Background: an optimization exercise with open tools, aiming at small area, a short achievable clock period and few clock cycles per item. Do not read the settings as production practice.
The RTL was checked by simulation tests, not by an equivalence proof against the original design.

job 101:
==> flow/design.v <==
module sha256_core (
    input  wire         clk,
    input  wire         rst,
    input  wire         start,
    input  wire         first,
    input  wire [511:0] block,
    output wire         ready,
    output reg          done,
    output reg  [255:0] digest
);
    reg [5:0]  m;                
    reg [5:0]  m1;               
    reg [31:0] kc;               
    always @(*) begin
        case (m)
            6'd0:  kc = 32'h428a2f98;  6'd1:  kc = 32'h71374491;
            6'd2:  kc = 32'hb5c0fbcf;  6'd3:  kc = 32'he9b5dba5;
            6'd4:  kc = 32'h3956c25b;  6'd5:  kc = 32'h59f111f1;
            6'd6:  kc = 32'h923f82a4;  6'd7:  kc = 32'hab1c5ed5;
            6'd8:  kc = 32'hd807aa98;  6'd9:  kc = 32'h12835b01;
            6'd10: kc = 32'h243185be;  6'd11: kc = 32'h550c7dc3;
            6'd12: kc = 32'h72be5d74;  6'd13: kc = 32'h80deb1fe;
            6'd14: kc = 32'h9bdc06a7;  6'd15: kc = 32'hc19bf174;
            6'd16: kc = 32'he49b69c1;  6'd17: kc = 32'hefbe4786;
            6'd18: kc = 32'h0fc19dc6;  6'd19: kc = 32'h240ca1cc;
            6'd20: kc = 32'h2de92c6f;  6'd21: kc = 32'h4a7484aa;
            6'd22: kc = 32'h5cb0a9dc;  6'd23: kc = 32'h76f988da;
            6'd24: kc = 32'h983e5152;  6'd25: kc = 32'ha831c66d;
            6'd26: kc = 32'hb00327c8;  6'd27: kc = 32'hbf597fc7;
            6'd28: kc = 32'hc6e00bf3;  6'd29: kc = 32'hd5a79147;
            6'd30: kc = 32'h06ca6351;  6'd31: kc = 32'h14292967;
            6'd32: kc = 32'h27b70a85;  6'd33: kc = 32'h2e1b2138;
            6'd34: kc = 32'h4d2c6dfc;  6'd35: kc = 32'h53380d13;
            6'd36: kc = 32'h650a7354;  6'd37: kc = 32'h766a0abb;
            6'd38: kc = 32'h81c2c92e;  6'd39: kc = 32'h92722c85;
            6'd40: kc = 32'ha2bfe8a1;  6'd41: kc = 32'ha81a664b;
            6'd42: kc = 32'hc24b8b70;  6'd43: kc = 32'hc76c51a3;
            6'd44: kc = 32'hd192e819;  6'd45: kc = 32'hd6990624;
            6'd46: kc = 32'hf40e3585;  6'd47: kc = 32'h106aa070;
            6'd48: kc = 32'h19a4c116;  6'd49: kc = 32'h1e376c08;
            6'd50: kc = 32'h2748774c;  6'd51: kc = 32'h34b0bcb5;
            6'd52: kc = 32'h391c0cb3;  6'd53: kc = 32'h4ed8aa4a;
            6'd54: kc = 32'h5b9cca4f;  6'd55: kc = 32'h682e6ff3;
            6'd56: kc = 32'h748f82ee;  6'd57: kc = 32'h78a5636f;
            6'd58: kc = 32'h84c87814;  6'd59: kc = 32'h8cc70208;
            6'd60: kc = 32'h90befffa;  6'd61: kc = 32'ha4506ceb;
            6'd62: kc = 32'hbef9a3f7;  default: kc = 32'hc67178f2;
        endcase
    end
    localparam [255:0] IV = {32'h6a09e667, 32'hbb67ae85, 32'h3c6ef372, 32'ha54ff53a,
                             32'h510e527f, 32'h9b05688c, 32'h1f83d9ab, 32'h5be0cd19};
    reg         p1, p2;          
    reg         rnd;             
    reg  [5:0]  c;               
    reg         r0, r61, r62, r63, c64, c65;
    reg         rdy;
    reg         use_iv;          
    reg         blk_iv;          
    reg         sd_iv3, sd_a1, sd_a3, sd_rb;    
    reg         g61, g62, g63, g64, g65;        
    reg         ide, ida;                       
    reg         q_iv, q_sum, q_d0, q_nx;        
    reg         u_iv, u_sum, u_d0, u_nx;        
    assign ready = rdy;
    wire accept = start & rdy;
    reg [31:0]  ra, rb, rc;      
    reg [31:0]  re, rf, rg;      
    reg [31:0]  t1;              
    reg [31:0]  hkw;             
    reg [31:0]  dhkw;            
    reg [31:0]  kw;              
    reg [511:0] w;               
    reg [31:0]  wc;              
    wire [31:0] s1   = {re[5:0], re[31:6]} ^ {re[10:0], re[31:11]} ^ {re[24:0], re[31:25]};
    wire [31:0] ch   = (re & rf) ^ (~re & rg);
    wire [31:0] s0   = {ra[1:0], ra[31:2]} ^ {ra[12:0], ra[31:13]} ^ {ra[21:0], ra[31:22]};
    wire [31:0] maj  = (ra & rb) ^ (ra & rc) ^ (rb & rc);
    wire [31:0] e_nx  = dhkw + s1 + ch;
    wire [31:0] t1_nx = hkw + s1 + ch;
    wire [31:0] a_nx  = t1 + s0 + maj;
    wire [31:0] w0   = w[511:480];
    wire [31:0] w1   = w[479:448];
    wire [31:0] w9   = w[223:192];
    wire [31:0] w14  = w[63:32];
    wire [31:0] ss0  = {w1[6:0], w1[31:7]} ^ {w1[17:0], w1[31:18]} ^ (w1 >> 3);
    wire [31:0] ss1  = {w14[16:0], w14[31:17]} ^ {w14[18:0], w14[31:19]} ^ (w14 >> 10);
    wire [31:0] q_s  = ss1 ^ w9 ^ ss0;
    wire [31:0] q_c  = {(ss1[30:0] & w9[30:0]) | (ss1[30:0] & ss0[30:0]) | (w9[30:0] & ss0[30:0]), 1'b0};
    wire [31:0] n_s  = q_s ^ q_c ^ w0;
    wire [31:0] n_c  = {(q_s[30:0] & q_c[30:0]) | (q_s[30:0] & w0[30:0]) | (q_c[30:0] & w0[30:0]), 1'b0};
    wire [31:0] w15  = w[31:0] + wc;
    wire [31:0] da0 = digest[255:224], da1 = digest[223:192], da2 = digest[191:160], da3 = digest[159:128];
    wire [31:0] de0 = digest[127:96],  de1 = digest[95:64],   de2 = digest[63:32],   de3 = digest[31:0];
    reg  step_e;                 
    reg  step_a;                 
    wire [31:0] h_a = ({32{g62}} & IV[159:128]) | ({32{g63}} & IV[191:160]) |
                      ({32{g64}} & IV[223:192]) | ({32{g65}} & IV[255:224]) |
                      ({32{ida}} & da3);
    wire [31:0] h_e = ({32{g61}} & IV[31:0])    | ({32{g62}} & IV[63:32]) |
                      ({32{g63}} & IV[95:64])   | ({32{g64}} & IV[127:96]) |
                      ({32{ide}} & de3);
    wire [31:0] sum_a = h_a + ra;
    wire [31:0] sum_e = h_e + re;
    wire [127:0] a_nxt = step_a ? {sum_a, da0, da1, da2} : digest[255:128];
    wire [127:0] e_nxt = step_e ? {sum_e, de0, de1, de2} : digest[127:0];
    wire [95:0] ini_e = use_iv ? IV[127:32]  : e_nxt[127:32];
    wire [95:0] ini_a = use_iv ? IV[255:160] : a_nxt[127:32];
    wire [31:0] ini_c2 = use_iv ? IV[191:160] : (c64 ? da0 : da2);      
    wire [31:0] ini_g7 = use_iv ? IV[31:0]    : (r63 ? de1 : de3);      
    wire [31:0] d_src = ({32{sd_iv3}} & IV[159:128]) | ({32{sd_a1}} & da1) |
                        ({32{sd_a3}} & da3)          | ({32{sd_rb}} & rb);
    wire [31:0] hkw_nx  = rg + kw;
    wire [31:0] dhkw_nx = d_src + rg + kw;
    wire [31:0] kw_nx   = (p1 ? 32'h428a2f98 : kc) + w0;      
    always @(posedge clk) begin
        kw   <= kw_nx;
        hkw  <= hkw_nx;
        dhkw <= dhkw_nx;
        t1   <= t1_nx;
        re <= ({32{q_iv}} & IV[127:96]) | ({32{q_sum}} & sum_e) |
              ({32{q_d0}} & de0)        | ({32{q_nx}} & e_nx);
        rf <= p2 ? ini_e[63:32] : re;
        rg <= p2 ? ini_e[31:0] : (p1 ? ini_g7 : rf);
        ra <= ({32{u_iv}} & IV[255:224]) | ({32{u_sum}} & sum_a) |
              ({32{u_d0}} & da0)         | ({32{u_nx}} & a_nx);
        rb <= r0 ? ini_a[63:32] : (p2 ? ini_c2 : ra);
        rc <= r0 ? ini_a[31:0] : rb;
        if (rdy) begin
            w  <= block;
            wc <= 32'd0;
        end else begin
            w  <= {w[479:32], w15, n_s};
            wc <= n_c;
        end
        digest <= {a_nxt, e_nxt};
        if (accept)
            use_iv <= first;
        if (rnd & (c == 6'd60))
            blk_iv <= use_iv;
        m  <= p1 ? 6'd1 : m1;
        m1 <= p1 ? 6'd2 : m1 + 6'd1;
        sd_iv3 <= p1 & use_iv;
        sd_a1  <= p1 & ~use_iv & r63;
        sd_a3  <= p1 & ~use_iv & ~r63;
        sd_rb  <= ~p1;
        g61    <= rnd & (c == 6'd60) & use_iv;
        g62    <= r61 & blk_iv;
        g63    <= r62 & blk_iv;
        g64    <= r63 & blk_iv;
        g65    <= c64 & blk_iv;
        ide    <= ~((rnd & (c == 6'd60) & use_iv) | ((r61 | r62 | r63) & blk_iv));
        ida    <= ~((r61 | r62 | r63 | c64) & blk_iv);
        q_iv   <= p1 & use_iv;
        q_sum  <= p1 & ~use_iv & r63;
        q_d0   <= p1 & ~use_iv & ~r63;
        q_nx   <= ~p1;
        u_iv   <= p2 & use_iv;
        u_sum  <= p2 & ~use_iv & c64;
        u_d0   <= p2 & ~use_iv & ~c64;
        u_nx   <= ~p2;
        c <= rnd ? c + 6'd1 : 6'd0;
        if (rst) begin
            p1   <= 1'b0;
            p2   <= 1'b0;
            rnd  <= 1'b0;
            r0   <= 1'b0;
            r61  <= 1'b0;
            r62  <= 1'b0;
            r63  <= 1'b0;
            c64  <= 1'b0;
            c65  <= 1'b0;
            done <= 1'b0;
            rdy  <= 1'b1;
            step_e <= 1'b0;
            step_a <= 1'b0;
        end else begin
            p1   <= accept;
            p2   <= p1;
            r0   <= p2;
            rnd  <= p2 | (rnd & ~r63);
            r61  <= rnd & (c == 6'd60);
            r62  <= r61;
            r63  <= r62;
            c64  <= r63;
            c65  <= c64;
            done <= c65;
            step_e <= (rnd & (c == 6'd60)) | r61 | r62 | r63;
            step_a <= r61 | r62 | r63 | c64;
            rdy  <= ~(accept | p1 | ((p2 | (rnd & ~r63)) & ~r61));
        end
    end
endmodule
clock: 9.0 ns
lec_check: 0
cap_margin: 20
core_margin: 2
core_utilization: 50
cts_buf_list: sky130_fd_sc_hd__clkbuf_8
cts_cluster_size: 20
setup_slack_margin: 5
slew_margin: 20
standard.sh (not shown) runs the stock make flow with config.mk's settings and CLKGATE_MAP_FILE= SYNTH_SCRIPT=/design/flow/synth_recipe.tcl, a recipe that flattens the netlist after the stock synthesis.
==> flow/flow/run.sh <==
#!/bin/bash
# The standard layout, with the port buffers made of the smallest buffer cell.
set -euo pipefail
bash standard.sh "BUFFER_PORTS_ARGS=-buffer_cell sky130_fd_sc_hd__buf_1" finish > standard_flow.log 2>&1
Both conditions hold for job 101: the flow ran to the end and the final layout passed the timing, DRC and antenna checks.
Testbench counts of job 101, summed over its fixed seeds: cycles 83,232, items 1,280.
Inputs modified between job 101 and job 102:
-- flow/design.v --
<<< job 101, line 10
);
    reg [5:0]  m;                
    reg [5:0]  m1;               
    reg [31:0] kc;               
    always @(*) begin
>>> job 102, line 10
);
    reg [5:0]  m;                
    reg [31:0] kc;               
    always @(*) begin
<<< job 101, line 138
        if (rnd & (c == 6'd60))
            blk_iv <= use_iv;
        m  <= p1 ? 6'd1 : m1;
        m1 <= p1 ? 6'd2 : m1 + 6'd1;
        sd_iv3 <= p1 & use_iv;
        sd_a1  <= p1 & ~use_iv & r63;
>>> job 102, line 137
        if (rnd & (c == 6'd60))
            blk_iv <= use_iv;
        m <= p1 ? 6'd1 : m + 6'd1;
        sd_iv3 <= p1 & use_iv;
        sd_a1  <= p1 & ~use_iv & r63;
--- outcome ---
In the metrics for job 102 and job 101, the one carrying the higher cell count after placement is job 101.
A critical path startpoint of ra[8] is what job 102 shows, while ra[14] belongs to job 101.
Diff job 101 -> job 102: first-iteration DRC count has decreased, count of placed standard cells in the final layout, fillers left out now smaller, length in cells of the worst reg-to-reg path now smaller.
Width of the die ends up lower on job 102.
[compare] base=job 101 new=job 102: highest achievable clock rate went up 5.0 MHz, number of stages on the worst setup path saw a decrease, required time at the worst-slack endpoint essentially unchanged, detailed-route vias per instance shows a reduction of 2.0%.
Testbench counts of job 102, summed over its fixed seeds: cycles 83,232, items 1,280.

## what the ideal ports hide
The results above use ideal ports. As a check the final layouts listed here were re-extracted and re-timed, cells and wires unchanged.
Step 1 assumes that a clkbuf_16 drives the clock port and a buf_2 every other input.
Step 2 adds t to the input delays and takes it off the output delays; t is the mean of the earliest and latest rising clock arrival at the registers after step 1. Input paths then give back, and output paths get back, about the clock's delay inside the block.
Slacks: ideal / step 1 / step 2; pairs: ideal / step 1.
run	t (ns)	setup slack, ns	clock arrival spread, ns
job 101	1.033	4.814 / 4.814 / 4.814	0.084 / 0.084
job 102	1.011	4.899 / 4.899 / 4.899	0.066 / 0.066
After both steps every run listed still meets setup and hold.
